Background: an optimization exercise with open tools, aiming at small area, a short achievable clock period and few clock cycles per item. Do not read the settings as production practice.
Function was checked by simulation only, so behaviour that the tests miss may differ from the original.
Power is estimated from default activity; no workload was simulated.

==> design.v <==
module drum_mixer #(
    parameter N_VOICES       = 8,
    parameter NUM_DRUMS      = 16,
    parameter BUF_SIZE       = 256,
    parameter BASE_THRESHOLD = 100,
    parameter HARDEST_HIT    = 1200
) (
    input  wire        clk,
    input  wire        rst,
    input  wire        cmd_valid,
    output wire        cmd_ready,
    input  wire [47:0] cmd_word,
    input  wire        rf_valid,
    output wire        rf_ready,
    input  wire [15:0] rf_word,
    output reg         rf_done,
    output wire        srom_rd,
    output wire [7:0]  srom_drum,
    output wire [31:0] srom_pos,
    input  wire [15:0] srom_data,
    input  wire [31:0] srom_len,
    output reg         ob_we,
    output reg         ob_buf,
    output reg  [9:0]  ob_idx,
    output reg  [15:0] ob_data,
    output reg         idle,
    output reg         err,
    output wire [7:0]  nactive,
    output wire [31:0] sample_clk
);
    localparam DIV_STEPS = 2;                   
    localparam DIVISOR   = HARDEST_HIT - BASE_THRESHOLD;
    reg [7:0]  act;
    reg [3:0]  v_drum  [0:7];
    reg [11:0] v_vel   [0:7];
    reg [31:0] v_pos   [0:7];
    reg [7:0]  nz;                   
    reg [7:0]  ge [0:7];             
    reg [3:0]  nact_r;
    reg [31:0] S;                    
    assign sample_clk = S;
    assign nactive    = {4'd0, nact_r};
    reg        c_pend;               
    reg        c_trig;               
    reg        c_init;               
    reg [3:0]  c_cnt;                
    reg [3:0]  c_id;
    reg [15:0] c_l;                  
    reg [10:0] c_r;                  
    reg        c_sat0, c_sat1;
    wire [3:0]  op  = cmd_word[47:44];
    wire [3:0]  z   = cmd_word[43:40];
    wire [7:0]  id  = cmd_word[39:32];
    wire [15:0] a   = cmd_word[31:16];
    wire [15:0] b   = cmd_word[15:0];
    wire is_nop   = (cmd_word == 48'd0);
    wire is_trig  = (z == 4'd0) && (op == 4'h1) && (b == 16'd0);
    wire is_trign = (z == 4'd0) && (op == 4'h2) && (b == 16'd0) && (a[15:12] == 4'd0);
    wire cmd_illegal = !(is_nop || is_trig || is_trign);
    wire cmd_alloc   = (is_trig || is_trign) && (id[7:4] == 4'd0);
    assign cmd_ready = !c_pend;
    wire cmd_acc = cmd_valid && !c_pend;
    reg [10:0] dv_r;
    reg [11:0] dv_l;
    reg [11:0] dv_t;
    integer ds;
    always @(*) begin
        dv_r = c_r;
        dv_l = c_l[11:0];
        for (ds = 0; ds < DIV_STEPS; ds = ds + 1) begin
            dv_t = {dv_r, dv_l[11]};
            if (dv_t >= DIVISOR) begin
                dv_r = dv_t - DIVISOR;
                dv_l = {dv_l[10:0], 1'b1};
            end else begin
                dv_r = dv_t[10:0];
                dv_l = {dv_l[10:0], 1'b0};
            end
        end
    end
    wire [10:0] y0 = c_l[10:0] - (BASE_THRESHOLD + 1);
    wire        div_busy = c_init || (c_cnt != 4'd0);
    wire [11:0] new_vel = !c_trig ? c_l[11:0] :
                          c_sat0  ? 12'd0 :
                          c_sat1  ? 12'hFFF : c_l[11:0];
    reg        mixing;
    reg        open;                 
    reg [8:0]  left;                 
    reg        cur_b;
    reg [7:0]  done;                 
    reg        r_val, r_rd, r_first, r_emit, r_done, r_b;
    reg [2:0]  r_v;
    reg [3:0]  r_drum;
    reg [31:0] r_pos;
    reg        d_val, d_rd, d_first, d_emit, d_done, d_b;
    reg [2:0]  d_v;
    reg [31:0] d_p1;
    reg        m_val, m_rd, m_first, m_emit, m_done, m_b;
    reg [15:0] m_data;
    reg [11:0] m_vel;
    reg [9:0]  k;
    assign srom_rd   = r_rd;
    assign srom_drum = {4'd0, r_drum};
    assign srom_pos  = r_pos;
    assign rf_ready = !mixing && !c_pend;
    wire rf_acc = rf_valid && !mixing && !c_pend;
    wire       rw_b   = rf_word[15];
    wire [9:0] rw_len = rf_word[9:0];
    wire       rf_illegal = (rf_word[14:10] != 5'd0) || (rw_len > BUF_SIZE);
    wire       rf_run = !rf_illegal && (rw_len != 10'd0);
    wire [7:0] oh_r = r_rd ? (8'd1 << r_v) : 8'd0;
    wire [7:0] oh_d = d_rd ? (8'd1 << d_v) : 8'd0;
    wire [7:0] infl = oh_r | oh_d;
    wire [7:0] rem  = act & ~done;
    wire       samp_end = !open || (rem == 8'd0);
    wire [7:0] cand = (samp_end ? act : rem) & ~infl;
    wire [7:0] pick_oh = cand & (~cand + 8'd1);
    wire [2:0] pick = {|pick_oh[7:4], |{pick_oh[7:6], pick_oh[3:2]},
                       |{pick_oh[7], pick_oh[5], pick_oh[3], pick_oh[1]}};
    reg [31:0] pick_pos;
    reg [3:0]  pick_drum;
    integer pi;
    always @(*) begin
        pick_pos  = 32'd0;
        pick_drum = 4'd0;
        for (pi = 0; pi < 8; pi = pi + 1) begin
            pick_pos  = pick_pos  | (v_pos[pi]  & {32{pick_oh[pi]}});
            pick_drum = pick_drum | (v_drum[pi] & {4{pick_oh[pi]}});
        end
    end
    wire        f_new   = mixing && samp_end && (left != 9'd0) &&
                          ((cand != 8'd0) || (act == 8'd0));
    wire        f_rd    = mixing && (cand != 8'd0) && (!samp_end || (left != 9'd0));
    wire        f_flush = mixing && samp_end && (left == 9'd0);
    reg [7:0] is_max;
    integer ii, jj;
    always @(*) begin
        for (ii = 0; ii < 8; ii = ii + 1) begin
            is_max[ii] = 1'b1;
            for (jj = 0; jj < 8; jj = jj + 1) begin
                if (jj > ii && !ge[ii][jj]) is_max[ii] = 1'b0;
                if (jj < ii &&  ge[jj][ii]) is_max[ii] = 1'b0;
            end
        end
    end
    wire [7:0] slot_set = (act != 8'hFF) ? ~act : is_max;
    reg [2:0] slot;
    integer si;
    always @(*) begin
        slot = 3'd0;
        for (si = 7; si >= 0; si = si - 1)
            if (slot_set[si]) slot = si[2:0];
    end
    wire do_exec = c_pend && !div_busy && !mixing && (infl == 8'd0);
    reg [11:0] d_vel;
    integer vi;
    always @(*) begin
        d_vel = 12'd0;
        for (vi = 0; vi < 8; vi = vi + 1)
            d_vel = d_vel | (v_vel[vi] & {12{d_v == vi}});
    end
    wire kill = d_rd && (srom_len == d_p1);
    reg  [18:0] acc_s, acc_c;
    reg         acc_i;
    wire [15:0] s  = m_data;
    wire [11:0] v  = m_vel;
    wire [18:0] as = acc_s & {19{!m_first}};
    wire [18:0] ac = acc_c & {19{!m_first}};
    wire        ai = acc_i & !m_first;
    wire [30:0] tx, ty;
    wire t1 = (s[1] & v[11]) ^ (s[2] & v[10]) ^ (s[3] & v[9]);
    wire t2 = ((s[1] & v[11]) & (s[2] & v[10])) | ((s[1] & v[11]) & (s[3] & v[9])) | ((s[2] & v[10]) & (s[3] & v[9]));
    wire t3 = (s[2] & v[11]) ^ (s[3] & v[10]) ^ (s[4] & v[9]);
    wire t4 = ((s[2] & v[11]) & (s[3] & v[10])) | ((s[2] & v[11]) & (s[4] & v[9])) | ((s[3] & v[10]) & (s[4] & v[9]));
    wire t5 = (s[3] & v[11]) ^ (s[4] & v[10]) ^ (s[5] & v[9]);
    wire t6 = ((s[3] & v[11]) & (s[4] & v[10])) | ((s[3] & v[11]) & (s[5] & v[9])) | ((s[4] & v[10]) & (s[5] & v[9]));
    wire t7 = (s[4] & v[11]) ^ (s[5] & v[10]) ^ (s[6] & v[9]);
    wire t8 = ((s[4] & v[11]) & (s[5] & v[10])) | ((s[4] & v[11]) & (s[6] & v[9])) | ((s[5] & v[10]) & (s[6] & v[9]));
    wire t9 = (s[7] & v[8]) ^ (s[8] & v[7]);
    wire t10 = (s[7] & v[8]) & (s[8] & v[7]);
    wire t11 = (s[5] & v[11]) ^ (s[6] & v[10]) ^ (s[7] & v[9]);
    wire t12 = ((s[5] & v[11]) & (s[6] & v[10])) | ((s[5] & v[11]) & (s[7] & v[9])) | ((s[6] & v[10]) & (s[7] & v[9]));
    wire t13 = (s[0] & v[9]) ^ (s[1] & v[8]);
    wire t14 = (s[0] & v[9]) & (s[1] & v[8]);
    wire t15 = (s[0] & v[10]) ^ (s[1] & v[9]) ^ (s[2] & v[8]);
    wire t16 = ((s[0] & v[10]) & (s[1] & v[9])) | ((s[0] & v[10]) & (s[2] & v[8])) | ((s[1] & v[9]) & (s[2] & v[8]));
    wire t17 = (s[3] & v[7]) ^ (s[4] & v[6]);
    wire t18 = (s[3] & v[7]) & (s[4] & v[6]);
    wire t19 = (s[0] & v[11]) ^ (s[1] & v[10]) ^ (s[2] & v[9]);
    wire t20 = ((s[0] & v[11]) & (s[1] & v[10])) | ((s[0] & v[11]) & (s[2] & v[9])) | ((s[1] & v[10]) & (s[2] & v[9]));
    wire t21 = (s[3] & v[8]) ^ (s[4] & v[7]) ^ (s[5] & v[6]);
    wire t22 = ((s[3] & v[8]) & (s[4] & v[7])) | ((s[3] & v[8]) & (s[5] & v[6])) | ((s[4] & v[7]) & (s[5] & v[6]));
    wire t23 = (s[6] & v[5]) ^ (s[7] & v[4]);
    wire t24 = (s[6] & v[5]) & (s[7] & v[4]);
    wire t25 = (s[4] & v[8]) ^ (s[5] & v[7]) ^ (s[6] & v[6]);
    wire t26 = ((s[4] & v[8]) & (s[5] & v[7])) | ((s[4] & v[8]) & (s[6] & v[6])) | ((s[5] & v[7]) & (s[6] & v[6]));
    wire t27 = (s[7] & v[5]) ^ (s[8] & v[4]) ^ (s[9] & v[3]);
    wire t28 = ((s[7] & v[5]) & (s[8] & v[4])) | ((s[7] & v[5]) & (s[9] & v[3])) | ((s[8] & v[4]) & (s[9] & v[3]));
    wire t29 = (s[10] & v[2]) ^ (s[11] & v[1]) ^ (s[12] & v[0]);
    wire t30 = ((s[10] & v[2]) & (s[11] & v[1])) | ((s[10] & v[2]) & (s[12] & v[0])) | ((s[11] & v[1]) & (s[12] & v[0]));
    wire t31 = as[0] ^ ac[0];
    wire t32 = as[0] & ac[0];
    wire t33 = (s[5] & v[8]) ^ (s[6] & v[7]) ^ (s[7] & v[6]);
    wire t34 = ((s[5] & v[8]) & (s[6] & v[7])) | ((s[5] & v[8]) & (s[7] & v[6])) | ((s[6] & v[7]) & (s[7] & v[6]));
    wire t35 = (s[8] & v[5]) ^ (s[9] & v[4]) ^ (s[10] & v[3]);
    wire t36 = ((s[8] & v[5]) & (s[9] & v[4])) | ((s[8] & v[5]) & (s[10] & v[3])) | ((s[9] & v[4]) & (s[10] & v[3]));
    wire t37 = (s[11] & v[2]) ^ (s[12] & v[1]) ^ (s[13] & v[0]);
    wire t38 = ((s[11] & v[2]) & (s[12] & v[1])) | ((s[11] & v[2]) & (s[13] & v[0])) | ((s[12] & v[1]) & (s[13] & v[0]));
    wire t39 = as[1] ^ ac[1] ^ t2;
    wire t40 = (as[1] & ac[1]) | (as[1] & t2) | (ac[1] & t2);
    wire t41 = (s[6] & v[8]) ^ (s[7] & v[7]) ^ (s[8] & v[6]);
    wire t42 = ((s[6] & v[8]) & (s[7] & v[7])) | ((s[6] & v[8]) & (s[8] & v[6])) | ((s[7] & v[7]) & (s[8] & v[6]));
    wire t43 = (s[9] & v[5]) ^ (s[10] & v[4]) ^ (s[11] & v[3]);
    wire t44 = ((s[9] & v[5]) & (s[10] & v[4])) | ((s[9] & v[5]) & (s[11] & v[3])) | ((s[10] & v[4]) & (s[11] & v[3]));
    wire t45 = (s[12] & v[2]) ^ (s[13] & v[1]) ^ (s[14] & v[0]);
    wire t46 = ((s[12] & v[2]) & (s[13] & v[1])) | ((s[12] & v[2]) & (s[14] & v[0])) | ((s[13] & v[1]) & (s[14] & v[0]));
    wire t47 = as[2] ^ ac[2] ^ t4;
    wire t48 = (as[2] & ac[2]) | (as[2] & t4) | (ac[2] & t4);
    wire t49 = (s[9] & v[6]) ^ (s[10] & v[5]) ^ (s[11] & v[4]);
    wire t50 = ((s[9] & v[6]) & (s[10] & v[5])) | ((s[9] & v[6]) & (s[11] & v[4])) | ((s[10] & v[5]) & (s[11] & v[4]));
    wire t51 = (s[12] & v[3]) ^ (s[13] & v[2]) ^ (s[14] & v[1]);
    wire t52 = ((s[12] & v[3]) & (s[13] & v[2])) | ((s[12] & v[3]) & (s[14] & v[1])) | ((s[13] & v[2]) & (s[14] & v[1]));
    wire t53 = ~(s[15] & v[0]) ^ 1'b1 ^ as[3];
    wire t54 = (~(s[15] & v[0]) & 1'b1) | (~(s[15] & v[0]) & as[3]) | (1'b1 & as[3]);
    wire t55 = ac[3] ^ t6 ^ t7;
    wire t56 = (ac[3] & t6) | (ac[3] & t7) | (t6 & t7);
    wire t57 = (s[8] & v[8]) ^ (s[9] & v[7]) ^ (s[10] & v[6]);
    wire t58 = ((s[8] & v[8]) & (s[9] & v[7])) | ((s[8] & v[8]) & (s[10] & v[6])) | ((s[9] & v[7]) & (s[10] & v[6]));
    wire t59 = (s[11] & v[5]) ^ (s[12] & v[4]) ^ (s[13] & v[3]);
    wire t60 = ((s[11] & v[5]) & (s[12] & v[4])) | ((s[11] & v[5]) & (s[13] & v[3])) | ((s[12] & v[4]) & (s[13] & v[3]));
    wire t61 = (s[14] & v[2]) ^ ~(s[15] & v[1]) ^ as[4];
    wire t62 = ((s[14] & v[2]) & ~(s[15] & v[1])) | ((s[14] & v[2]) & as[4]) | (~(s[15] & v[1]) & as[4]);
    wire t63 = ac[4] ^ t8 ^ t10;
    wire t64 = (ac[4] & t8) | (ac[4] & t10) | (t8 & t10);
    wire t65 = (s[6] & v[11]) ^ (s[7] & v[10]) ^ (s[8] & v[9]);
    wire t66 = ((s[6] & v[11]) & (s[7] & v[10])) | ((s[6] & v[11]) & (s[8] & v[9])) | ((s[7] & v[10]) & (s[8] & v[9]));
    wire t67 = (s[9] & v[8]) ^ (s[10] & v[7]) ^ (s[11] & v[6]);
    wire t68 = ((s[9] & v[8]) & (s[10] & v[7])) | ((s[9] & v[8]) & (s[11] & v[6])) | ((s[10] & v[7]) & (s[11] & v[6]));
    wire t69 = (s[12] & v[5]) ^ (s[13] & v[4]) ^ (s[14] & v[3]);
    wire t70 = ((s[12] & v[5]) & (s[13] & v[4])) | ((s[12] & v[5]) & (s[14] & v[3])) | ((s[13] & v[4]) & (s[14] & v[3]));
    wire t71 = ~(s[15] & v[2]) ^ as[5] ^ ac[5];
    wire t72 = (~(s[15] & v[2]) & as[5]) | (~(s[15] & v[2]) & ac[5]) | (as[5] & ac[5]);
    wire t73 = (s[7] & v[11]) ^ (s[8] & v[10]) ^ (s[9] & v[9]);
    wire t74 = ((s[7] & v[11]) & (s[8] & v[10])) | ((s[7] & v[11]) & (s[9] & v[9])) | ((s[8] & v[10]) & (s[9] & v[9]));
    wire t75 = (s[10] & v[8]) ^ (s[11] & v[7]) ^ (s[12] & v[6]);
    wire t76 = ((s[10] & v[8]) & (s[11] & v[7])) | ((s[10] & v[8]) & (s[12] & v[6])) | ((s[11] & v[7]) & (s[12] & v[6]));
    wire t77 = (s[13] & v[5]) ^ (s[14] & v[4]) ^ ~(s[15] & v[3]);
    wire t78 = ((s[13] & v[5]) & (s[14] & v[4])) | ((s[13] & v[5]) & ~(s[15] & v[3])) | ((s[14] & v[4]) & ~(s[15] & v[3]));
    wire t79 = (s[8] & v[11]) ^ (s[9] & v[10]) ^ (s[10] & v[9]);
    wire t80 = ((s[8] & v[11]) & (s[9] & v[10])) | ((s[8] & v[11]) & (s[10] & v[9])) | ((s[9] & v[10]) & (s[10] & v[9]));
    wire t81 = (s[11] & v[8]) ^ (s[12] & v[7]) ^ (s[13] & v[6]);
    wire t82 = ((s[11] & v[8]) & (s[12] & v[7])) | ((s[11] & v[8]) & (s[13] & v[6])) | ((s[12] & v[7]) & (s[13] & v[6]));
    wire t83 = (s[9] & v[11]) ^ (s[10] & v[10]) ^ (s[11] & v[9]);
    wire t84 = ((s[9] & v[11]) & (s[10] & v[10])) | ((s[9] & v[11]) & (s[11] & v[9])) | ((s[10] & v[10]) & (s[11] & v[9]));
    wire t85 = (s[0] & v[6]) ^ (s[1] & v[5]);
    wire t86 = (s[0] & v[6]) & (s[1] & v[5]);
    wire t87 = (s[0] & v[7]) ^ (s[1] & v[6]) ^ (s[2] & v[5]);
    wire t88 = ((s[0] & v[7]) & (s[1] & v[6])) | ((s[0] & v[7]) & (s[2] & v[5])) | ((s[1] & v[6]) & (s[2] & v[5]));
    wire t89 = (s[3] & v[4]) ^ (s[4] & v[3]);
    wire t90 = (s[3] & v[4]) & (s[4] & v[3]);
    wire t91 = (s[0] & v[8]) ^ (s[1] & v[7]) ^ (s[2] & v[6]);
    wire t92 = ((s[0] & v[8]) & (s[1] & v[7])) | ((s[0] & v[8]) & (s[2] & v[6])) | ((s[1] & v[7]) & (s[2] & v[6]));
    wire t93 = (s[3] & v[5]) ^ (s[4] & v[4]) ^ (s[5] & v[3]);
    wire t94 = ((s[3] & v[5]) & (s[4] & v[4])) | ((s[3] & v[5]) & (s[5] & v[3])) | ((s[4] & v[4]) & (s[5] & v[3]));
    wire t95 = (s[6] & v[2]) ^ (s[7] & v[1]);
    wire t96 = (s[6] & v[2]) & (s[7] & v[1]);
    wire t97 = (s[2] & v[7]) ^ (s[3] & v[6]) ^ (s[4] & v[5]);
    wire t98 = ((s[2] & v[7]) & (s[3] & v[6])) | ((s[2] & v[7]) & (s[4] & v[5])) | ((s[3] & v[6]) & (s[4] & v[5]));
    wire t99 = (s[5] & v[4]) ^ (s[6] & v[3]) ^ (s[7] & v[2]);
    wire t100 = ((s[5] & v[4]) & (s[6] & v[3])) | ((s[5] & v[4]) & (s[7] & v[2])) | ((s[6] & v[3]) & (s[7] & v[2]));
    wire t101 = (s[8] & v[1]) ^ (s[9] & v[0]) ^ t13;
    wire t102 = ((s[8] & v[1]) & (s[9] & v[0])) | ((s[8] & v[1]) & t13) | ((s[9] & v[0]) & t13);
    wire t103 = (s[5] & v[5]) ^ (s[6] & v[4]) ^ (s[7] & v[3]);
    wire t104 = ((s[5] & v[5]) & (s[6] & v[4])) | ((s[5] & v[5]) & (s[7] & v[3])) | ((s[6] & v[4]) & (s[7] & v[3]));
    wire t105 = (s[8] & v[2]) ^ (s[9] & v[1]) ^ (s[10] & v[0]);
    wire t106 = ((s[8] & v[2]) & (s[9] & v[1])) | ((s[8] & v[2]) & (s[10] & v[0])) | ((s[9] & v[1]) & (s[10] & v[0]));
    wire t107 = t14 ^ t15 ^ t17;
    wire t108 = (t14 & t15) | (t14 & t17) | (t15 & t17);
    wire t109 = (s[8] & v[3]) ^ (s[9] & v[2]) ^ (s[10] & v[1]);
    wire t110 = ((s[8] & v[3]) & (s[9] & v[2])) | ((s[8] & v[3]) & (s[10] & v[1])) | ((s[9] & v[2]) & (s[10] & v[1]));
    wire t111 = (s[11] & v[0]) ^ t16 ^ t18;
    wire t112 = ((s[11] & v[0]) & t16) | ((s[11] & v[0]) & t18) | (t16 & t18);
    wire t113 = t19 ^ t21 ^ t23;
    wire t114 = (t19 & t21) | (t19 & t23) | (t21 & t23);
    wire t115 = ai ^ t1 ^ t20;
    wire t116 = (ai & t1) | (ai & t20) | (t1 & t20);
    wire t117 = t22 ^ t24 ^ t25;
    wire t118 = (t22 & t24) | (t22 & t25) | (t24 & t25);
    wire t119 = t27 ^ t29 ^ t31;
    wire t120 = (t27 & t29) | (t27 & t31) | (t29 & t31);
    wire t121 = t3 ^ t26 ^ t28;
    wire t122 = (t3 & t26) | (t3 & t28) | (t26 & t28);
    wire t123 = t30 ^ t32 ^ t33;
    wire t124 = (t30 & t32) | (t30 & t33) | (t32 & t33);
    wire t125 = t35 ^ t37 ^ t39;
    wire t126 = (t35 & t37) | (t35 & t39) | (t37 & t39);
    wire t127 = t5 ^ t34 ^ t36;
    wire t128 = (t5 & t34) | (t5 & t36) | (t34 & t36);
    wire t129 = t38 ^ t40 ^ t41;
    wire t130 = (t38 & t40) | (t38 & t41) | (t40 & t41);
    wire t131 = t43 ^ t45 ^ t47;
    wire t132 = (t43 & t45) | (t43 & t47) | (t45 & t47);
    wire t133 = t9 ^ t42 ^ t44;
    wire t134 = (t9 & t42) | (t9 & t44) | (t42 & t44);
    wire t135 = t46 ^ t48 ^ t49;
    wire t136 = (t46 & t48) | (t46 & t49) | (t48 & t49);
    wire t137 = t51 ^ t53 ^ t55;
    wire t138 = (t51 & t53) | (t51 & t55) | (t53 & t55);
    wire t139 = t11 ^ t50 ^ t52;
    wire t140 = (t11 & t50) | (t11 & t52) | (t50 & t52);
    wire t141 = t54 ^ t56 ^ t57;
    wire t142 = (t54 & t56) | (t54 & t57) | (t56 & t57);
    wire t143 = t59 ^ t61 ^ t63;
    wire t144 = (t59 & t61) | (t59 & t63) | (t61 & t63);
    wire t145 = t12 ^ t58 ^ t60;
    wire t146 = (t12 & t58) | (t12 & t60) | (t58 & t60);
    wire t147 = t62 ^ t64 ^ t65;
    wire t148 = (t62 & t64) | (t62 & t65) | (t64 & t65);
    wire t149 = t67 ^ t69 ^ t71;
    wire t150 = (t67 & t69) | (t67 & t71) | (t69 & t71);
    wire t151 = as[6] ^ ac[6] ^ t66;
    wire t152 = (as[6] & ac[6]) | (as[6] & t66) | (ac[6] & t66);
    wire t153 = t68 ^ t70 ^ t72;
    wire t154 = (t68 & t70) | (t68 & t72) | (t70 & t72);
    wire t155 = t73 ^ t75 ^ t77;
    wire t156 = (t73 & t75) | (t73 & t77) | (t75 & t77);
    wire t157 = (s[14] & v[5]) ^ ~(s[15] & v[4]) ^ as[7];
    wire t158 = ((s[14] & v[5]) & ~(s[15] & v[4])) | ((s[14] & v[5]) & as[7]) | (~(s[15] & v[4]) & as[7]);
    wire t159 = ac[7] ^ t74 ^ t76;
    wire t160 = (ac[7] & t74) | (ac[7] & t76) | (t74 & t76);
    wire t161 = t78 ^ t79 ^ t81;
    wire t162 = (t78 & t79) | (t78 & t81) | (t79 & t81);
    wire t163 = (s[12] & v[8]) ^ (s[13] & v[7]) ^ (s[14] & v[6]);
    wire t164 = ((s[12] & v[8]) & (s[13] & v[7])) | ((s[12] & v[8]) & (s[14] & v[6])) | ((s[13] & v[7]) & (s[14] & v[6]));
    wire t165 = ~(s[15] & v[5]) ^ as[8] ^ ac[8];
    wire t166 = (~(s[15] & v[5]) & as[8]) | (~(s[15] & v[5]) & ac[8]) | (as[8] & ac[8]);
    wire t167 = t80 ^ t82 ^ t83;
    wire t168 = (t80 & t82) | (t80 & t83) | (t82 & t83);
    wire t169 = (s[10] & v[11]) ^ (s[11] & v[10]) ^ (s[12] & v[9]);
    wire t170 = ((s[10] & v[11]) & (s[11] & v[10])) | ((s[10] & v[11]) & (s[12] & v[9])) | ((s[11] & v[10]) & (s[12] & v[9]));
    wire t171 = (s[13] & v[8]) ^ (s[14] & v[7]) ^ ~(s[15] & v[6]);
    wire t172 = ((s[13] & v[8]) & (s[14] & v[7])) | ((s[13] & v[8]) & ~(s[15] & v[6])) | ((s[14] & v[7]) & ~(s[15] & v[6]));
    wire t173 = as[9] ^ ac[9] ^ t84;
    wire t174 = (as[9] & ac[9]) | (as[9] & t84) | (ac[9] & t84);
    wire t175 = (s[11] & v[11]) ^ (s[12] & v[10]) ^ (s[13] & v[9]);
    wire t176 = ((s[11] & v[11]) & (s[12] & v[10])) | ((s[11] & v[11]) & (s[13] & v[9])) | ((s[12] & v[10]) & (s[13] & v[9]));
    wire t177 = (s[14] & v[8]) ^ ~(s[15] & v[7]) ^ as[10];
    wire t178 = ((s[14] & v[8]) & ~(s[15] & v[7])) | ((s[14] & v[8]) & as[10]) | (~(s[15] & v[7]) & as[10]);
    wire t179 = (s[12] & v[11]) ^ (s[13] & v[10]) ^ (s[14] & v[9]);
    wire t180 = ((s[12] & v[11]) & (s[13] & v[10])) | ((s[12] & v[11]) & (s[14] & v[9])) | ((s[13] & v[10]) & (s[14] & v[9]));
    wire t181 = (s[0] & v[4]) ^ (s[1] & v[3]);
    wire t182 = (s[0] & v[4]) & (s[1] & v[3]);
    wire t183 = (s[0] & v[5]) ^ (s[1] & v[4]) ^ (s[2] & v[3]);
    wire t184 = ((s[0] & v[5]) & (s[1] & v[4])) | ((s[0] & v[5]) & (s[2] & v[3])) | ((s[1] & v[4]) & (s[2] & v[3]));
    wire t185 = (s[3] & v[2]) ^ (s[4] & v[1]);
    wire t186 = (s[3] & v[2]) & (s[4] & v[1]);
    wire t187 = (s[2] & v[4]) ^ (s[3] & v[3]) ^ (s[4] & v[2]);
    wire t188 = ((s[2] & v[4]) & (s[3] & v[3])) | ((s[2] & v[4]) & (s[4] & v[2])) | ((s[3] & v[3]) & (s[4] & v[2]));
    wire t189 = (s[5] & v[1]) ^ (s[6] & v[0]) ^ t85;
    wire t190 = ((s[5] & v[1]) & (s[6] & v[0])) | ((s[5] & v[1]) & t85) | ((s[6] & v[0]) & t85);
    wire t191 = (s[5] & v[2]) ^ (s[6] & v[1]) ^ (s[7] & v[0]);
    wire t192 = ((s[5] & v[2]) & (s[6] & v[1])) | ((s[5] & v[2]) & (s[7] & v[0])) | ((s[6] & v[1]) & (s[7] & v[0]));
    wire t193 = t86 ^ t87 ^ t89;
    wire t194 = (t86 & t87) | (t86 & t89) | (t87 & t89);
    wire t195 = (s[8] & v[0]) ^ t88 ^ t90;
    wire t196 = ((s[8] & v[0]) & t88) | ((s[8] & v[0]) & t90) | (t88 & t90);
    wire t197 = t91 ^ t93 ^ t95;
    wire t198 = (t91 & t93) | (t91 & t95) | (t93 & t95);
    wire t199 = t92 ^ t94 ^ t96;
    wire t200 = (t92 & t94) | (t92 & t96) | (t94 & t96);
    wire t201 = t97 ^ t99 ^ t101;
    wire t202 = (t97 & t99) | (t97 & t101) | (t99 & t101);
    wire t203 = t98 ^ t100 ^ t102;
    wire t204 = (t98 & t100) | (t98 & t102) | (t100 & t102);
    wire t205 = t103 ^ t105 ^ t107;
    wire t206 = (t103 & t105) | (t103 & t107) | (t105 & t107);
    wire t207 = t104 ^ t106 ^ t108;
    wire t208 = (t104 & t106) | (t104 & t108) | (t106 & t108);
    wire t209 = t109 ^ t111 ^ t113;
    wire t210 = (t109 & t111) | (t109 & t113) | (t111 & t113);
    wire t211 = t110 ^ t112 ^ t114;
    wire t212 = (t110 & t112) | (t110 & t114) | (t112 & t114);
    wire t213 = t115 ^ t117 ^ t119;
    wire t214 = (t115 & t117) | (t115 & t119) | (t117 & t119);
    wire t215 = t116 ^ t118 ^ t120;
    wire t216 = (t116 & t118) | (t116 & t120) | (t118 & t120);
    wire t217 = t121 ^ t123 ^ t125;
    wire t218 = (t121 & t123) | (t121 & t125) | (t123 & t125);
    wire t219 = t122 ^ t124 ^ t126;
    wire t220 = (t122 & t124) | (t122 & t126) | (t124 & t126);
    wire t221 = t127 ^ t129 ^ t131;
    wire t222 = (t127 & t129) | (t127 & t131) | (t129 & t131);
    wire t223 = t128 ^ t130 ^ t132;
    wire t224 = (t128 & t130) | (t128 & t132) | (t130 & t132);
    wire t225 = t133 ^ t135 ^ t137;
    wire t226 = (t133 & t135) | (t133 & t137) | (t135 & t137);
    wire t227 = t134 ^ t136 ^ t138;
    wire t228 = (t134 & t136) | (t134 & t138) | (t136 & t138);
    wire t229 = t139 ^ t141 ^ t143;
    wire t230 = (t139 & t141) | (t139 & t143) | (t141 & t143);
    wire t231 = t140 ^ t142 ^ t144;
    wire t232 = (t140 & t142) | (t140 & t144) | (t142 & t144);
    wire t233 = t145 ^ t147 ^ t149;
    wire t234 = (t145 & t147) | (t145 & t149) | (t147 & t149);
    wire t235 = t146 ^ t148 ^ t150;
    wire t236 = (t146 & t148) | (t146 & t150) | (t148 & t150);
    wire t237 = t151 ^ t153 ^ t155;
    wire t238 = (t151 & t153) | (t151 & t155) | (t153 & t155);
    wire t239 = t152 ^ t154 ^ t156;
    wire t240 = (t152 & t154) | (t152 & t156) | (t154 & t156);
    wire t241 = t157 ^ t159 ^ t161;
    wire t242 = (t157 & t159) | (t157 & t161) | (t159 & t161);
    wire t243 = t158 ^ t160 ^ t162;
    wire t244 = (t158 & t160) | (t158 & t162) | (t160 & t162);
    wire t245 = t163 ^ t165 ^ t167;
    wire t246 = (t163 & t165) | (t163 & t167) | (t165 & t167);
    wire t247 = t164 ^ t166 ^ t168;
    wire t248 = (t164 & t166) | (t164 & t168) | (t166 & t168);
    wire t249 = t169 ^ t171 ^ t173;
    wire t250 = (t169 & t171) | (t169 & t173) | (t171 & t173);
    wire t251 = ac[10] ^ t170 ^ t172;
    wire t252 = (ac[10] & t170) | (ac[10] & t172) | (t170 & t172);
    wire t253 = t174 ^ t175 ^ t177;
    wire t254 = (t174 & t175) | (t174 & t177) | (t175 & t177);
    wire t255 = ~(s[15] & v[8]) ^ as[11] ^ ac[11];
    wire t256 = (~(s[15] & v[8]) & as[11]) | (~(s[15] & v[8]) & ac[11]) | (as[11] & ac[11]);
    wire t257 = t176 ^ t178 ^ t179;
    wire t258 = (t176 & t178) | (t176 & t179) | (t178 & t179);
    wire t259 = (s[13] & v[11]) ^ (s[14] & v[10]) ^ ~(s[15] & v[9]);
    wire t260 = ((s[13] & v[11]) & (s[14] & v[10])) | ((s[13] & v[11]) & ~(s[15] & v[9])) | ((s[14] & v[10]) & ~(s[15] & v[9]));
    wire t261 = as[12] ^ ac[12] ^ t180;
    wire t262 = (as[12] & ac[12]) | (as[12] & t180) | (ac[12] & t180);
    wire t263 = (s[14] & v[11]) ^ ~(s[15] & v[10]) ^ as[13];
    wire t264 = ((s[14] & v[11]) & ~(s[15] & v[10])) | ((s[14] & v[11]) & as[13]) | (~(s[15] & v[10]) & as[13]);
    wire t265 = (s[0] & v[3]) ^ (s[1] & v[2]);
    wire t266 = (s[0] & v[3]) & (s[1] & v[2]);
    wire t267 = (s[2] & v[2]) ^ (s[3] & v[1]) ^ (s[4] & v[0]);
    wire t268 = ((s[2] & v[2]) & (s[3] & v[1])) | ((s[2] & v[2]) & (s[4] & v[0])) | ((s[3] & v[1]) & (s[4] & v[0]));
    wire t269 = (s[5] & v[0]) ^ t182 ^ t183;
    wire t270 = ((s[5] & v[0]) & t182) | ((s[5] & v[0]) & t183) | (t182 & t183);
    wire t271 = t184 ^ t186 ^ t187;
    wire t272 = (t184 & t186) | (t184 & t187) | (t186 & t187);
    wire t273 = t188 ^ t190 ^ t191;
    wire t274 = (t188 & t190) | (t188 & t191) | (t190 & t191);
    wire t275 = t192 ^ t194 ^ t195;
    wire t276 = (t192 & t194) | (t192 & t195) | (t194 & t195);
    wire t277 = t196 ^ t198 ^ t199;
    wire t278 = (t196 & t198) | (t196 & t199) | (t198 & t199);
    wire t279 = t200 ^ t202 ^ t203;
    wire t280 = (t200 & t202) | (t200 & t203) | (t202 & t203);
    wire t281 = t204 ^ t206 ^ t207;
    wire t282 = (t204 & t206) | (t204 & t207) | (t206 & t207);
    wire t283 = t208 ^ t210 ^ t211;
    wire t284 = (t208 & t210) | (t208 & t211) | (t210 & t211);
    wire t285 = t212 ^ t214 ^ t215;
    wire t286 = (t212 & t214) | (t212 & t215) | (t214 & t215);
    wire t287 = t216 ^ t218 ^ t219;
    wire t288 = (t216 & t218) | (t216 & t219) | (t218 & t219);
    wire t289 = t220 ^ t222 ^ t223;
    wire t290 = (t220 & t222) | (t220 & t223) | (t222 & t223);
    wire t291 = t224 ^ t226 ^ t227;
    wire t292 = (t224 & t226) | (t224 & t227) | (t226 & t227);
    wire t293 = t228 ^ t230 ^ t231;
    wire t294 = (t228 & t230) | (t228 & t231) | (t230 & t231);
    wire t295 = t232 ^ t234 ^ t235;
    wire t296 = (t232 & t234) | (t232 & t235) | (t234 & t235);
    wire t297 = t236 ^ t238 ^ t239;
    wire t298 = (t236 & t238) | (t236 & t239) | (t238 & t239);
    wire t299 = t240 ^ t242 ^ t243;
    wire t300 = (t240 & t242) | (t240 & t243) | (t242 & t243);
    wire t301 = t244 ^ t246 ^ t247;
    wire t302 = (t244 & t246) | (t244 & t247) | (t246 & t247);
    wire t303 = t248 ^ t250 ^ t251;
    wire t304 = (t248 & t250) | (t248 & t251) | (t250 & t251);
    wire t305 = t252 ^ t254 ^ t255;
    wire t306 = (t252 & t254) | (t252 & t255) | (t254 & t255);
    wire t307 = t256 ^ t258 ^ t259;
    wire t308 = (t256 & t258) | (t256 & t259) | (t258 & t259);
    wire t309 = ac[13] ^ t260 ^ t262;
    wire t310 = (ac[13] & t260) | (ac[13] & t262) | (t260 & t262);
    wire t311 = ~(s[15] & v[11]) ^ as[14] ^ ac[14];
    wire t312 = (~(s[15] & v[11]) & as[14]) | (~(s[15] & v[11]) & ac[14]) | (as[14] & ac[14]);
    wire t313 = 1'b1 ^ as[15];
    wire t314 = 1'b1 & as[15];
    wire t315 = 1'b1 ^ as[16];
    wire t316 = 1'b1 & as[16];
    wire t317 = 1'b1 ^ as[17];
    wire t318 = 1'b1 & as[17];
    wire t319 = 1'b1 ^ as[18];
    wire t320 = 1'b1 & as[18];
    wire t321 = (s[0] & v[2]) ^ (s[1] & v[1]);
    wire t322 = (s[0] & v[2]) & (s[1] & v[1]);
    wire t323 = (s[2] & v[1]) ^ (s[3] & v[0]) ^ t265;
    wire t324 = ((s[2] & v[1]) & (s[3] & v[0])) | ((s[2] & v[1]) & t265) | ((s[3] & v[0]) & t265);
    wire t325 = t181 ^ t266 ^ t267;
    wire t326 = (t181 & t266) | (t181 & t267) | (t266 & t267);
    wire t327 = t185 ^ t268 ^ t269;
    wire t328 = (t185 & t268) | (t185 & t269) | (t268 & t269);
    wire t329 = t189 ^ t270 ^ t271;
    wire t330 = (t189 & t270) | (t189 & t271) | (t270 & t271);
    wire t331 = t193 ^ t272 ^ t273;
    wire t332 = (t193 & t272) | (t193 & t273) | (t272 & t273);
    wire t333 = t197 ^ t274 ^ t275;
    wire t334 = (t197 & t274) | (t197 & t275) | (t274 & t275);
    wire t335 = t201 ^ t276 ^ t277;
    wire t336 = (t201 & t276) | (t201 & t277) | (t276 & t277);
    wire t337 = t205 ^ t278 ^ t279;
    wire t338 = (t205 & t278) | (t205 & t279) | (t278 & t279);
    wire t339 = t209 ^ t280 ^ t281;
    wire t340 = (t209 & t280) | (t209 & t281) | (t280 & t281);
    wire t341 = t213 ^ t282 ^ t283;
    wire t342 = (t213 & t282) | (t213 & t283) | (t282 & t283);
    wire t343 = t217 ^ t284 ^ t285;
    wire t344 = (t217 & t284) | (t217 & t285) | (t284 & t285);
    wire t345 = t221 ^ t286 ^ t287;
    wire t346 = (t221 & t286) | (t221 & t287) | (t286 & t287);
    wire t347 = t225 ^ t288 ^ t289;
    wire t348 = (t225 & t288) | (t225 & t289) | (t288 & t289);
    wire t349 = t229 ^ t290 ^ t291;
    wire t350 = (t229 & t290) | (t229 & t291) | (t290 & t291);
    wire t351 = t233 ^ t292 ^ t293;
    wire t352 = (t233 & t292) | (t233 & t293) | (t292 & t293);
    wire t353 = t237 ^ t294 ^ t295;
    wire t354 = (t237 & t294) | (t237 & t295) | (t294 & t295);
    wire t355 = t241 ^ t296 ^ t297;
    wire t356 = (t241 & t296) | (t241 & t297) | (t296 & t297);
    wire t357 = t245 ^ t298 ^ t299;
    wire t358 = (t245 & t298) | (t245 & t299) | (t298 & t299);
    wire t359 = t249 ^ t300 ^ t301;
    wire t360 = (t249 & t300) | (t249 & t301) | (t300 & t301);
    wire t361 = t253 ^ t302 ^ t303;
    wire t362 = (t253 & t302) | (t253 & t303) | (t302 & t303);
    wire t363 = t257 ^ t304 ^ t305;
    wire t364 = (t257 & t304) | (t257 & t305) | (t304 & t305);
    wire t365 = t261 ^ t306 ^ t307;
    wire t366 = (t261 & t306) | (t261 & t307) | (t306 & t307);
    wire t367 = t263 ^ t308 ^ t309;
    wire t368 = (t263 & t308) | (t263 & t309) | (t308 & t309);
    wire t369 = t264 ^ t310 ^ t311;
    wire t370 = (t264 & t310) | (t264 & t311) | (t310 & t311);
    wire t371 = ac[15] ^ t312 ^ t313;
    wire t372 = (ac[15] & t312) | (ac[15] & t313) | (t312 & t313);
    wire t373 = ac[16] ^ t314 ^ t315;
    wire t374 = (ac[16] & t314) | (ac[16] & t315) | (t314 & t315);
    wire t375 = ac[17] ^ t316 ^ t317;
    wire t376 = (ac[17] & t316) | (ac[17] & t317) | (t316 & t317);
    wire t377 = ac[18] ^ t318 ^ t319;
    wire t378 = (ac[18] & t318) | (ac[18] & t319) | (t318 & t319);
    assign tx[0] = (s[0] & v[0]);
    assign ty[0] = 1'b0;
    assign tx[1] = (s[0] & v[1]);
    assign ty[1] = (s[1] & v[0]);
    assign tx[2] = (s[2] & v[0]);
    assign ty[2] = t321;
    assign tx[3] = t322;
    assign ty[3] = t323;
    assign tx[4] = t324;
    assign ty[4] = t325;
    assign tx[5] = t326;
    assign ty[5] = t327;
    assign tx[6] = t328;
    assign ty[6] = t329;
    assign tx[7] = t330;
    assign ty[7] = t331;
    assign tx[8] = t332;
    assign ty[8] = t333;
    assign tx[9] = t334;
    assign ty[9] = t335;
    assign tx[10] = t336;
    assign ty[10] = t337;
    assign tx[11] = t338;
    assign ty[11] = t339;
    assign tx[12] = t340;
    assign ty[12] = t341;
    assign tx[13] = t342;
    assign ty[13] = t343;
    assign tx[14] = t344;
    assign ty[14] = t345;
    assign tx[15] = t346;
    assign ty[15] = t347;
    assign tx[16] = t348;
    assign ty[16] = t349;
    assign tx[17] = t350;
    assign ty[17] = t351;
    assign tx[18] = t352;
    assign ty[18] = t353;
    assign tx[19] = t354;
    assign ty[19] = t355;
    assign tx[20] = t356;
    assign ty[20] = t357;
    assign tx[21] = t358;
    assign ty[21] = t359;
    assign tx[22] = t360;
    assign ty[22] = t361;
    assign tx[23] = t362;
    assign ty[23] = t363;
    assign tx[24] = t364;
    assign ty[24] = t365;
    assign tx[25] = t366;
    assign ty[25] = t367;
    assign tx[26] = t368;
    assign ty[26] = t369;
    assign tx[27] = t370;
    assign ty[27] = t371;
    assign tx[28] = t372;
    assign ty[28] = t373;
    assign tx[29] = t374;
    assign ty[29] = t375;
    assign tx[30] = t376;
    assign ty[30] = t377;
    wire        lo_c = ({1'b0, tx[11:0]} + {1'b0, ty[11:0]}) >> 12;
    wire [18:0] acc  = acc_s + acc_c + {18'd0, acc_i};
    wire        sat_hi  = !acc[18] && (acc[17:11] != 7'h00);
    wire        sat_lo  =  acc[18] && (acc[17:11] != 7'h7F);
    wire [11:0] mix     = sat_hi ? 12'h7FF : sat_lo ? 12'h800 : acc[11:0];
    integer q;
    always @(posedge clk) begin
        if (rst) begin
            mixing <= 1'b0;
            c_pend <= 1'b0;
            c_init <= 1'b0;
            c_cnt  <= 4'd0;
            err    <= 1'b0;
            S      <= 32'd0;
            act    <= 8'd0;
            r_val  <= 1'b0;
            r_rd   <= 1'b0;
        end else begin
            if ((cmd_acc && cmd_illegal) || (rf_acc && rf_illegal))
                err <= 1'b1;
            if (cmd_acc) begin
                c_pend <= cmd_alloc;
                c_trig <= is_trig;
                c_init <= cmd_alloc && is_trig;
                c_id   <= id[3:0];
                c_l    <= a;
            end else if (c_init) begin
                c_init <= 1'b0;
                c_cnt  <= 4'd12 / DIV_STEPS;
                c_sat0 <= (c_l <= BASE_THRESHOLD);
                c_sat1 <= (c_l >= HARDEST_HIT);
                c_r    <= y0;
                c_l    <= {4'd0, 1'b1, ~y0};
            end else if (c_cnt != 4'd0) begin
                c_cnt  <= c_cnt - 4'd1;
                c_r    <= dv_r;
                c_l    <= {4'd0, dv_l};
            end
            if (do_exec) begin
                c_pend <= 1'b0;
                act[slot]    <= 1'b1;
                nz[slot]     <= 1'b0;
                v_drum[slot] <= c_id;
                v_vel[slot]  <= new_vel;
                for (q = 0; q < 8; q = q + 1) begin
                    if (q < slot) ge[q][slot] <= 1'b1;
                    if (q > slot) ge[slot][q] <= !nz[q];
                end
            end
            if (kill)
                act[d_v] <= 1'b0;
            if (d_rd)
                nz[d_v] <= 1'b1;
            if (rf_acc && rf_run) begin
                mixing <= 1'b1;
                open   <= 1'b0;
                left   <= rw_len[8:0];
                cur_b  <= rw_b;
            end
            r_val <= 1'b0;
            r_rd  <= 1'b0;
            if (rf_acc && !rf_run) begin
                r_val   <= 1'b1;
                r_first <= 1'b0;
                r_emit  <= 1'b0;
                r_done  <= 1'b1;
            end
            if (f_new) begin
                S    <= S + 32'd1;
                open <= 1'b1;
                left <= left - 9'd1;
                done <= 8'd0;
            end
            if (f_rd) begin
                if (!samp_end) done <= done | (8'd1 << pick);
                else           done <= (8'd1 << pick);
            end
            if (f_new || f_rd || f_flush) begin
                r_val   <= 1'b1;
                r_rd    <= f_rd;
                r_first <= f_new;
                r_emit  <= (f_new && open) || f_flush;
                r_done  <= f_flush;
                r_b     <= cur_b;
            end
            if (f_flush)
                mixing <= 1'b0;
        end
        r_v    <= pick;
        r_drum <= pick_drum;
        r_pos  <= pick_pos;
        for (q = 0; q < 8; q = q + 1)
            if ((do_exec && slot == q) || (d_rd && d_v == q))
                v_pos[q] <= d_rd ? d_p1 : 32'd0;
        if (rst) begin
            d_val <= 1'b0;
            d_rd  <= 1'b0;
        end else begin
            d_val <= r_val;
            d_rd  <= r_rd;
        end
        d_first <= r_first;
        d_emit  <= r_emit;
        d_done  <= r_done;
        d_b     <= r_b;
        d_v     <= r_v;
        d_p1    <= r_pos + 32'd1;
        if (rst) begin
            m_val   <= 1'b0;
            m_first <= 1'b0;
            m_vel   <= 12'd0;
        end else begin
            m_val   <= d_val;
            m_first <= d_val && d_first;
            m_vel   <= d_rd ? d_vel : 12'd0;
        end
        m_rd    <= d_rd;
        m_emit  <= d_emit;
        m_done  <= d_done;
        m_b     <= d_b;
        m_data  <= srom_data;
        if (rst) begin
            ob_we   <= 1'b0;
            rf_done <= 1'b0;
            k       <= 10'd0;
        end else begin
            ob_we   <= m_val && m_emit;
            rf_done <= m_val && m_done;
            if (m_val && m_emit)
                k <= k + 10'd1;
            if (m_val && m_done)
                k <= 10'd0;
        end
        ob_buf  <= m_b;
        ob_idx  <= k;
        ob_data <= {4'b0011, ~mix[11], mix[10:0]};
        acc_s <= tx[30:12];
        acc_c <= ty[30:12];
        acc_i <= lo_c;
        nact_r <= act[0] + act[1] + act[2] + act[3] + act[4] + act[5] + act[6] + act[7];
        if (rst)
            idle <= 1'b0;
        else
            idle <= !mixing && !c_pend && !r_val && !d_val && !m_val &&
                    !cmd_acc && !rf_acc;
    end
endmodule
==> run.sh <==
#!/bin/bash
# synth_recipe.tcl (not shown) runs the flow's synth.tcl, then flattens the netlist and writes it again
# the make line also repeats each setting of config.mk as NAME=value (left out here)
make -C /OpenROAD-flow-scripts/flow DESIGN_CONFIG=/design/flow/config.mk WORK_HOME=/design/flow/orfs CLKGATE_MAP_FILE= SYNTH_SCRIPT=/design/flow/synth_recipe.tcl finish
==> config.mk <==
export PLATFORM = sky130hd
export DESIGN_NAME = drum_mixer
export DESIGN_NICKNAME = drum_mixer
export VERILOG_FILES = /design/flow/design.v
export SDC_FILE = /design/flow/constraint.sdc
export NUM_CORES = 4
export LEC_CHECK = 0
export CAP_MARGIN = 20
export CORE_MARGIN = 2
export CORE_UTILIZATION = 40
export SLEW_MARGIN = 20
==> constraint.sdc <==
create_clock -name core_clock -period 26.0 [get_ports {clk}]
set_input_delay 5.2000 -clock core_clock [delete_from_list [all_inputs] [get_ports {clk}]]
set_output_delay 5.2000 -clock core_clock [all_outputs]
set_load 0.01 [all_outputs]
==> run summary, run 1 <==
crit path capture type flip-flop; Antenna Nets Post-Route 0; Crit path required time around 26000 ps; GPL Wtd Cong 0.850; CTS resizes 0; number of synthesized flops with an enable pin around 480; Clock transition at path regs roughly 60 ps; worst hold slack 326 ps; Max Cap Violations 0; I/O pins 230; maximum VDD drop about 0.046 mV; layout cells sized above 1 6.74%; synth warn 2; Row Count roughly 110; Clock Sink Count approximately 700; Worst Hold Class reg2reg; LEAKAGE about 15 nW; DIE AREA between 90000 and 100000 um^2; clk buf depth 3; Slowest cell on crit path a21oi_1; vias in the first global route about 24000; maximum clock rate around 0.13 GHz; Slew Limit Fails 0; Clock Skews around 43 ps; Post-Synthesis Cells 2966; Slew HR roughly 29%; critical path class in2reg; total core area approximately 87000 um^2; post-CTS setup buffers 0; Layout fillers 7867; fraction of the yosys area taken by sequential cells between 50 and 60%; most frequent cells in the layout edfxtp_1, inv_1, dfxtp_1; DRC errors left 0; Detailed Route Iter0 Violations 1514; Tmin final ~7600 ps; #FFs+latches synth a little over 700; TNS Setup 0 ps; delay-heaviest family, CP compound AO/OA/AOI/OAI gates; Die Ht about 300 um; first-pass GRT wire length between 100000 and 150000 um; # port buffers approximately 220; Cell Area, Placed a little under 40000 um^2; CTS Hold Bufs 0; Netlist Area Pre-Place between 30000 and 40000 um^2; initial antenna violation count 0; Initial Util between 40% and 50%; 1st-pass router iterations 8; most common cell after layout, fill and taps aside edfxtp_1; # setup viols final 0; number of H-tree levels 3; post-DR vias/cell approximately 5.3; CTS Buf Count between 70 and 80; critical path arrival ~7900 ps; DR WL/cell roughly 21 um; Power Dens Cells 72.9 nW/um^2; final net count 3519; synth-to-layout area growth 17.2%; final std cell area, no fill between 40000 and 50000 um^2; root buf cell clkbuf_16; HPWL after detailed placement 59400 um; DIE WIDTH 300 um; Final Hold Fails 0; later-pin clock latency in the skew report 640 ps; Max Fanout on Critical Path 10; Post-synth top flop edfxtp_1; status finished clean; Slew @ Worst Pin around 1100 ps; worst path buffer plus inverter count 1; ANT cells 0; count of different cell masters after synthesis 88; routed vias about 23000; largest net degree at the start of global routing 50; RSZ-0062 raised after global routing false; CTS tree built; crit share post-route ~29%; Critical Path Max Stage Delay 700 ps; global route overflow 0; Synth Area per Inst between 10 and 15 um^2; drt total wl ~90000 um; cell breakdown of the critical path clkdlybuf4s50_1, or4_1, a2111oi_0, o31ai_1, or2_2, a21oi_1; Async S/R FF share, synth 0%; startpoint types input pin; Tot GR Track Use just over 20%
synthesized netlist by cell type (11+ instances only):
master | number | area [um^2]
xnor2_1 | 56 | 490
nor4_1 | 32 | 200
edfxtp_1 | 476 | 14300
ha_1 | 69 | 863
a22oi_1 | 73 | 548
buf_4 | 12 | 90.1
nand2_1 | 212 | 796
nand3_1 | 98 | 490
o21a_1 | 17 | 128
a221oi_1 | 54 | 473
mux2i_1 | 17 | 170
or4_1 | 26 | 195
fa_1 | 177 | 3540
dfxtp_1 | 242 | 4840
clkbuf_1 | 120 | 450
o41ai_1 | 14 | 123
a21o_1 | 35 | 263
nor2b_1 | 43 | 269
a222oi_1 | 26 | 260
o31ai_1 | 18 | 135
or2_2 | 15 | 93.8
nor2_1 | 116 | 435
nand4_1 | 24 | 150
o311ai_0 | 11 | 96.3
a21oi_1 | 93 | 465
or3_1 | 12 | 75.1
nand2b_1 | 41 | 257
nor3_1 | 29 | 145
and2_1 | 188 | 1180
inv_1 | 273 | 1020
and3_1 | 21 | 131
xor2_1 | 59 | 517
o21ai_0 | 113 | 566
layer usage:
layer	global-route usage, %	share of wire, %	vias up
li1	-	-	10900
met1	26.3	43	11500
met2	34.5	49	636
met3	3.09	5.2	140
met4	6.01	2.4	0
met5	0	0	-
registers in the layout, summed over array words and instances, names as in the netlist, 7 cells and up:
| name | cells |
|---|---|
| v_vel | 96 |
| acc_s | 19 |
| d_p1 | 32 |
| m_data | 16 |
| v_pos | 256 |
| acc_c | 19 |
| done | 8 |
| ob_data | 12 |
| m_vel | 12 |
| act | 8 |
| v_drum | 32 |
| c_l | 16 |
| c_r | 11 |
| ge | 28 |
| left | 9 |
| S | 32 |
| nz | 7 |
| r_pos | 32 |
| k | 10 |
| ob_idx | 10 |
path summary, 6_finish.rpt:
check	start	slack (ps)	depth (start not counted)	end
worst min register to register	m_b	330	0	ob_buf
worst max register to register	d_v[2]	20630	11	left[6]
worst max-delay path	rf_word[11]	18400	6	open
worst min-delay path	m_b	330	0	ob_buf
cells by family after synthesis:
group / synth area share (%)
and+or+nand+nor: 13.7
DFF: 54.6
AOI/OAI and AO/OA: 10.7
buffers and inverters: 4.74
adders and majority gates: 12.6
xor gates and xnor gates: 2.87
muxes: 0.807
other: 0.0214
through the flow:
step                      utilization [%]  total power, mW  setup WS (ps)  instances
final                                47.4             3.00          18400       4374
after global routing                 47.4             3.16          18110       4374
after CTS                            47.3             3.03          18420       4373
after detailed placement             44.3             1.90          17730       4231
after global placement               44.3             1.90          17780       4231
after floorplan                         -             1.74          18400       2976
area by class of cell:
type                    count  area (um^2)  area share (%)
repair buffers            248         2420            5.89
inverters                 276         1050            2.54
clock inverters            42          499            1.21
flip-flops and latches    718        19100            46.6
clock buffers             100         2090            5.10
multi-input cells        1835        14500            35.2
well taps                1155         1450            3.52
where the power goes:
part	switching (mW)	leakage (nW)	internal [mW]
combinational	0.311	7.49	0.246
sequential	0.0418	6.32	1.28
clock	0.469	1.26	0.647
total	0.822	15.1	2.18
Testbench counts, summed over its fixed seeds: cycles 128,735, items 24,576.
==> inputs of run 2 (changes only) <==
--- a/design.v
+++ b/design.v
@@ -42,6 +42,9 @@
     assign nactive    = {4'd0, nact_r};
     reg        c_pend;               
     reg        c_trig;               
+    reg        c_go;                 
+    reg [3:0]  c_op;
+    reg        c_z0, c_b0, c_idlo;   
     reg        c_init;               
     reg [3:0]  c_cnt;                
     reg [3:0]  c_id;
@@ -53,13 +56,14 @@
     wire [7:0]  id  = cmd_word[39:32];
     wire [15:0] a   = cmd_word[31:16];
     wire [15:0] b   = cmd_word[15:0];
-    wire is_nop   = (cmd_word == 48'd0);
-    wire is_trig  = (z == 4'd0) && (op == 4'h1) && (b == 16'd0);
-    wire is_trign = (z == 4'd0) && (op == 4'h2) && (b == 16'd0) && (a[15:12] == 4'd0);
+    wire is_nop   = (c_op == 4'd0) && c_z0 && c_idlo && (c_id == 4'd0) &&
+                    (c_l == 16'd0) && c_b0;
+    wire is_trig  = c_z0 && (c_op == 4'h1) && c_b0;
+    wire is_trign = c_z0 && (c_op == 4'h2) && c_b0 && (c_l[15:12] == 4'd0);
     wire cmd_illegal = !(is_nop || is_trig || is_trign);
-    wire cmd_alloc   = (is_trig || is_trign) && (id[7:4] == 4'd0);
-    assign cmd_ready = !c_pend;
-    wire cmd_acc = cmd_valid && !c_pend;
+    wire cmd_alloc   = (is_trig || is_trign) && c_idlo;
+    assign cmd_ready = !c_pend && !c_go;
+    wire cmd_acc = cmd_valid && !c_pend && !c_go;
     reg [10:0] dv_r;
     reg [11:0] dv_l;
     reg [11:0] dv_t;
@@ -85,7 +89,9 @@
                           c_sat1  ? 12'hFFF : c_l[11:0];
     reg        mixing;
     reg        open;                 
-    reg [8:0]  left;                 
+    reg [9:0]  left;                 
+    reg        rq_go;                
+    reg        rq_zt;                
     reg        cur_b;
     reg [7:0]  done;                 
     reg        r_val, r_rd, r_first, r_emit, r_done, r_b;
@@ -98,16 +104,24 @@
     reg        m_val, m_rd, m_first, m_emit, m_done, m_b;
     reg [15:0] m_data;
     reg [11:0] m_vel;
-    reg [9:0]  k;
+    reg        w_first;              
+    function [31:0] inc32(input [31:0] x);
+        reg [31:0] c;
+        integer n;
+        begin
+            c[0] = 1'b1;
+            for (n = 1; n < 32; n = n + 1)
+                c[n] = c[n-1] & x[n-1];
+            inc32 = x ^ c;
+        end
+    endfunction
     assign srom_rd   = r_rd;
     assign srom_drum = {4'd0, r_drum};
     assign srom_pos  = r_pos;
-    assign rf_ready = !mixing && !c_pend;
-    wire rf_acc = rf_valid && !mixing && !c_pend;
-    wire       rw_b   = rf_word[15];
-    wire [9:0] rw_len = rf_word[9:0];
-    wire       rf_illegal = (rf_word[14:10] != 5'd0) || (rw_len > BUF_SIZE);
-    wire       rf_run = !rf_illegal && (rw_len != 10'd0);
+    assign rf_ready = !mixing && !c_pend && !c_go && !rq_go;
+    wire rf_acc = rf_valid && !mixing && !c_pend && !c_go && !rq_go;
+    wire       rf_illegal = rq_zt || (left > BUF_SIZE);
+    wire       rf_run = !rf_illegal && (left != 10'd0);
     wire [7:0] oh_r = r_rd ? (8'd1 << r_v) : 8'd0;
     wire [7:0] oh_d = d_rd ? (8'd1 << d_v) : 8'd0;
     wire [7:0] infl = oh_r | oh_d;
@@ -128,10 +142,10 @@
             pick_drum = pick_drum | (v_drum[pi] & {4{pick_oh[pi]}});
         end
     end
-    wire        f_new   = mixing && samp_end && (left != 9'd0) &&
+    wire        f_new   = mixing && samp_end && (left != 10'd0) &&
                           ((cand != 8'd0) || (act == 8'd0));
-    wire        f_rd    = mixing && (cand != 8'd0) && (!samp_end || (left != 9'd0));
-    wire        f_flush = mixing && samp_end && (left == 9'd0);
+    wire        f_rd    = mixing && (cand != 8'd0) && (!samp_end || (left != 10'd0));
+    wire        f_flush = mixing && samp_end && (left == 10'd0);
     reg [7:0] is_max;
     integer ii, jj;
     always @(*) begin
@@ -619,6 +633,8 @@
             mixing <= 1'b0;
             c_pend <= 1'b0;
             c_init <= 1'b0;
+            c_go   <= 1'b0;
+            rq_go  <= 1'b0;
             c_cnt  <= 4'd0;
             err    <= 1'b0;
             S      <= 32'd0;
@@ -626,14 +642,21 @@
             r_val  <= 1'b0;
             r_rd   <= 1'b0;
         end else begin
-            if ((cmd_acc && cmd_illegal) || (rf_acc && rf_illegal))
+            if ((c_go && cmd_illegal) || (rq_go && rf_illegal))
                 err <= 1'b1;
+            c_go <= cmd_acc;
             if (cmd_acc) begin
+                c_op   <= op;
+                c_z0   <= (z == 4'd0);
+                c_b0   <= (b == 16'd0);
+                c_idlo <= (id[7:4] == 4'd0);
+                c_id   <= id[3:0];
+                c_l    <= a;
+            end
+            if (c_go) begin
                 c_pend <= cmd_alloc;
                 c_trig <= is_trig;
                 c_init <= cmd_alloc && is_trig;
-                c_id   <= id[3:0];
-                c_l    <= a;
             end else if (c_init) begin
                 c_init <= 1'b0;
                 c_cnt  <= 4'd12 / DIV_STEPS;
@@ -661,38 +684,32 @@
                 act[d_v] <= 1'b0;
             if (d_rd)
                 nz[d_v] <= 1'b1;
-            if (rf_acc && rf_run) begin
+            rq_go <= rf_acc;
+            if (rf_acc) begin
+                left  <= rf_word[9:0];
+                rq_zt <= (rf_word[14:10] != 5'd0);
+                cur_b <= rf_word[15];
+            end
+            if (rq_go && rf_run) begin
                 mixing <= 1'b1;
                 open   <= 1'b0;
-                left   <= rw_len[8:0];
-                cur_b  <= rw_b;
-            end
-            r_val <= 1'b0;
-            r_rd  <= 1'b0;
-            if (rf_acc && !rf_run) begin
-                r_val   <= 1'b1;
-                r_first <= 1'b0;
-                r_emit  <= 1'b0;
-                r_done  <= 1'b1;
             end
+            r_val   <= f_new || f_rd || f_flush || (rq_go && !rf_run);
+            r_rd    <= f_rd;
+            r_first <= f_new;
+            r_emit  <= (f_new && open) || f_flush;
+            r_done  <= f_flush || (rq_go && !rf_run);
+            r_b     <= cur_b;
             if (f_new) begin
-                S    <= S + 32'd1;
+                S    <= inc32(S);
                 open <= 1'b1;
-                left <= left - 9'd1;
+                left <= left - 10'd1;
                 done <= 8'd0;
             end
             if (f_rd) begin
                 if (!samp_end) done <= done | (8'd1 << pick);
                 else           done <= (8'd1 << pick);
             end
-            if (f_new || f_rd || f_flush) begin
-                r_val   <= 1'b1;
-                r_rd    <= f_rd;
-                r_first <= f_new;
-                r_emit  <= (f_new && open) || f_flush;
-                r_done  <= f_flush;
-                r_b     <= cur_b;
-            end
             if (f_flush)
                 mixing <= 1'b0;
         end
@@ -714,7 +731,7 @@
         d_done  <= r_done;
         d_b     <= r_b;
         d_v     <= r_v;
-        d_p1    <= r_pos + 32'd1;
+        d_p1    <= inc32(r_pos);
         if (rst) begin
             m_val   <= 1'b0;
             m_first <= 1'b0;
@@ -732,17 +749,18 @@
         if (rst) begin
             ob_we   <= 1'b0;
             rf_done <= 1'b0;
-            k       <= 10'd0;
+            w_first <= 1'b1;
         end else begin
             ob_we   <= m_val && m_emit;
             rf_done <= m_val && m_done;
-            if (m_val && m_emit)
-                k <= k + 10'd1;
+            if (m_val && m_emit) begin
+                ob_idx  <= w_first ? 10'd0 : inc32({22'd0, ob_idx});
+                w_first <= 1'b0;
+            end
             if (m_val && m_done)
-                k <= 10'd0;
+                w_first <= 1'b1;
         end
         ob_buf  <= m_b;
-        ob_idx  <= k;
         ob_data <= {4'b0011, ~mix[11], mix[10:0]};
         acc_s <= tx[30:12];
         acc_c <= ty[30:12];
@@ -752,6 +770,6 @@
             idle <= 1'b0;
         else
             idle <= !mixing && !c_pend && !r_val && !d_val && !m_val &&
-                    !cmd_acc && !rf_acc;
+                    !cmd_acc && !rf_acc && !c_go && !rq_go;
     end
 endmodule
--- a/config.mk
+++ b/config.mk
@@ -7,5 +7,5 @@
 export LEC_CHECK = 0
 export CAP_MARGIN = 20
 export CORE_MARGIN = 2
-export CORE_UTILIZATION = 40
+export CORE_UTILIZATION = 60
 export SLEW_MARGIN = 20
==> run 2 against run 1 <==
Net effect:
- utilization up 23 points
- clock-buffer cell count is 2 higher
- sequential power grew 6%
- worst setup slack improved by 110 ps
- combinational power is 21% higher
- first-iteration DRC count increased by 17%
- die area down 33%
- cell count down 13%
- clock skew decreased by 5.4 ps
- clock power decreased by 5%
- synthesized cell count fell by 5.8%
- critical endpoint is now rf_ready
- largest cell class unchanged
- highest routed layer unchanged
==> run summary, run 2 <==
routed vias 22800 (-1.9%); status finished clean; post-CTS setup buffers 0 (unchanged); largest registers v_pos (256), v_vel (96); Slew @ Worst Pin 1040 ps (-24.6 ps); Slew HR 30.1% (+1.4 points); Worst Hold Class reg2reg; Post-Synthesis Cells 2793 (-5.8%); DIE AREA 60100 um^2 (-33%); Synth Area per Inst 12.5 um^2 (+5.6%); ANT cells 0 (unchanged); DIE WIDTH 245 um (-18%); delay-heaviest family, CP buffers and inverters; maximum VDD drop 0.104 mV (+120%); Slew Limit Fails 0 (unchanged); drt total wl 83900 um (-6.6%); layout cells sized above 1 6.76% (+0.017 points); most common cell after layout, fill and taps aside edfxtp_1; 1st-pass router iterations 9 (+1); vias in the first global route 23300 (-2.1%); post-DR vias/cell 5.97 (+13%); clk buf depth 3 (unchanged); Clock Skews 37.7 ps (-5.39 ps); crit share post-route 28.8% (-0.43 points); Register Area 19400 um^2 (+1.2%); Detailed Route Iter0 Violations 1771 (+17%); critical path arrival 2290 ps (-5590 ps); ranking of synthesized cells by area edfxtp_1, dfxtp_1, fa_1; root buf cell clkbuf_16; synth-to-layout area growth 15.6%; Largest register FFs 256 (unchanged); most frequent cells in the layout edfxtp_1, inv_1, dfxtp_1; startpoint types flip-flop; Max Cap Violations 0 (unchanged); CTS tree built; switching share of power 29.2% (+1.7 points); # port buffers 217 (unchanged); Async S/R FF share, synth 0% (unchanged); CTS Hold Bufs 0 (unchanged); sequential share of power 44.6% (+0.4 points); Clock Sink Count 720 (+0.28%); LEAKAGE 15.7 nW (+4.3%); initial antenna violation count 1 (+1); worst path buffer plus inverter count 1 (unchanged); worst hold slack 328 ps (+2.41 ps); global route overflow 0 (unchanged); Critical Path Max Stage Delay 660 ps (-40 ps); largest register by flop count v_pos; count of different cell masters after synthesis 96 (+9.1%); GPL Wtd Cong 0.913 (+7.5%); Placement Setup Slack 18160 ps (+433 ps); cell taking the most area after synthesis edfxtp_1; Synth top cells by count edfxtp_1, inv_1, dfxtp_1, fa_1, and2_1; Comb pwr share 21.6% (+3.0 points); number of synthesized flops with an enable pin 495 (+4.0%); Slowest cell on crit path clkdlybuf4s50_1; later-pin clock latency in the skew report 630 ps (about the same); Antenna Nets Post-Route 0 (unchanged); HPWL after detailed placement 55500 um (-6.7%); Power Dens Cells 77.8 nW/um^2 (+6.7%); largest net degree at the start of global routing 64 (+28%); final net count 3412 (-3.0%); Tmin final 7490 ps (-113 ps); DP Cell Count 3674 (-13%); TNS Setup 0 ps (unchanged); synth warn 2 (unchanged); Layout fillers 4091 (-48%); Multi-input gate area 14100 um^2 (-2.1%); cell breakdown of the critical path nor4_1, clkdlybuf4s50_1; count leader, synth edfxtp_1; fraction of the yosys area taken by sequential cells 55.5% (+0.95 points); Tot GR Track Use 28.3% (+8.2 points); critical path class reg2out; # setup viols final 0 (unchanged); Clock power frac 33.8% (-3.4 points); Clock transition at path regs 60 ps (about the same); Die Ht 245 um (-18%); Initial Util 60.6% (+20 points); Post-Layout Cell Count 3813 (-13%); CTS Buf Count 75 (-3.8%); #FFs+latches synth 720 (+0.28%); RSZ-0062 raised after global routing false; Crit path required time 20800 ps (-5470 ps); number of H-tree levels 3 (unchanged); Switch Pwr 915 uW (+11%); total core area 57600 um^2 (-34%); Max Fanout on Critical Path 12 (+2); P_int 2.22 mW (+2.1%); crit path capture type output port; DRC errors left 0 (unchanged); Synth top area share 42.6% (+1.8 points); CTS resizes 0 (unchanged); Post-synth top flop edfxtp_1; worst setup margin 18510 ps (+113 ps); overall power 3.14 mW (+4.7%); maximum clock rate 0.134 GHz (+1.5%); I/O pins 230 (unchanged); first-pass GRT wire length 131000 um (-6.7%); Final Hold Fails 0 (unchanged); Netlist Area Pre-Place 34900 um^2 (-0.52%); DR WL/cell 22.0 um (+7.1%); Row Count 88 (-19%)
## run 2: cell count changes in the layout (fill, tap and decap cells not counted), sizes merged, moves of 16 or more
cell and delta:
a21boi +35, a221oi -37, a222oi +31, dfxtp -17, edfxtp +19, ha +64, inv -36, mux2i +21
nand2 -59, nand3 -36, nor2 +30, o21ai -47, or4 -16, xor2 -31
## run 2: stage by stage
stage                     cell area (um^2)  utilization (%)
after global placement               37800             65.7
after global routing                 40300             70.0
after detailed placement             37800             65.7
after CTS                            40300             70.0
after floorplan                      34900                -
final                                40300             70.0
## run 2: worst reg2reg max path, delay by kind of cell (launching register included)
kind	cells	cell delay, ps
adder cells (fa/ha/maj)	30	5700
flip-flops	1	370
XOR/XNOR	1	170
## run 2: cell type report
type                    count  share of cell area (%)
clock inverters            37                   0.962
flip-flops and latches    720                    48.0
inverters                 241                    2.25
clock buffers             102                    5.19
well taps                 765                    2.37
repair buffers            255                    6.08
multi-input cells        1693                    35.1
## run 2: kinds of logic (layout without fill, tap and decap cells)
family          Yosys count  in the layout  share of synthesized area [%]
xor+xnor                 82             82                           2.06
fa+ha+maj               310            310                           14.9
compound gates          502            502                           10.5
simple gates            744            744                           11.2
other cells               2             12                         0.0215
buf+inv                 390            635                           4.46
mux                      43             43                           1.25
flops                   720            720                           55.5
## run 2: path summary, 6_finish.rpt
| check | startpoint | to | slack [ps] | cells after the start |
|---|---|---|---|---|
| worst min-delay path | d_emit | m_emit | 330 | 0 |
| worst min register to register | d_emit | m_emit | 330 | 0 |
| worst max-delay path | c_go | rf_ready | 18510 | 2 |
| worst max register to register | r_pos[0] | d_p1[31] | 19670 | 31 |
## run 2: layer usage
layer | track usage [%] | vias to the layer above | wire [um]
met5 | 0 | - | 0
met4 | 9.15 | 0 | 2270
met3 | 4.17 | 160 | 5380
met2 | 48.0 | 825 | 41800
met1 | 37.6 | 11400 | 34500
li1 | - | 10400 | -
## run 2: power by group through the flow
stage	clock network, mW	logic, mW	registers (mW)
2_1_floorplan	0	0.499	1.39
3_3_place_gp	0	0.647	1.42
3_5_place_dp	0	0.668	1.42
4_1_cts	1.08	0.677	1.40
5_1_grt	1.12	0.762	1.41
6_report	1.06	0.676	1.40
Testbench counts of run 2, summed over its fixed seeds: cycles 129,290, items 24,576.

Re-timed with assumed drivers on the ports (clkbuf_16 on the clock, buf_2 on other inputs), run 2 has 18.443 ns of setup slack against 18.510 ns with ideal ports, and 18.159 ns once port delays also move by the mid clock arrival of 0.686 ns.
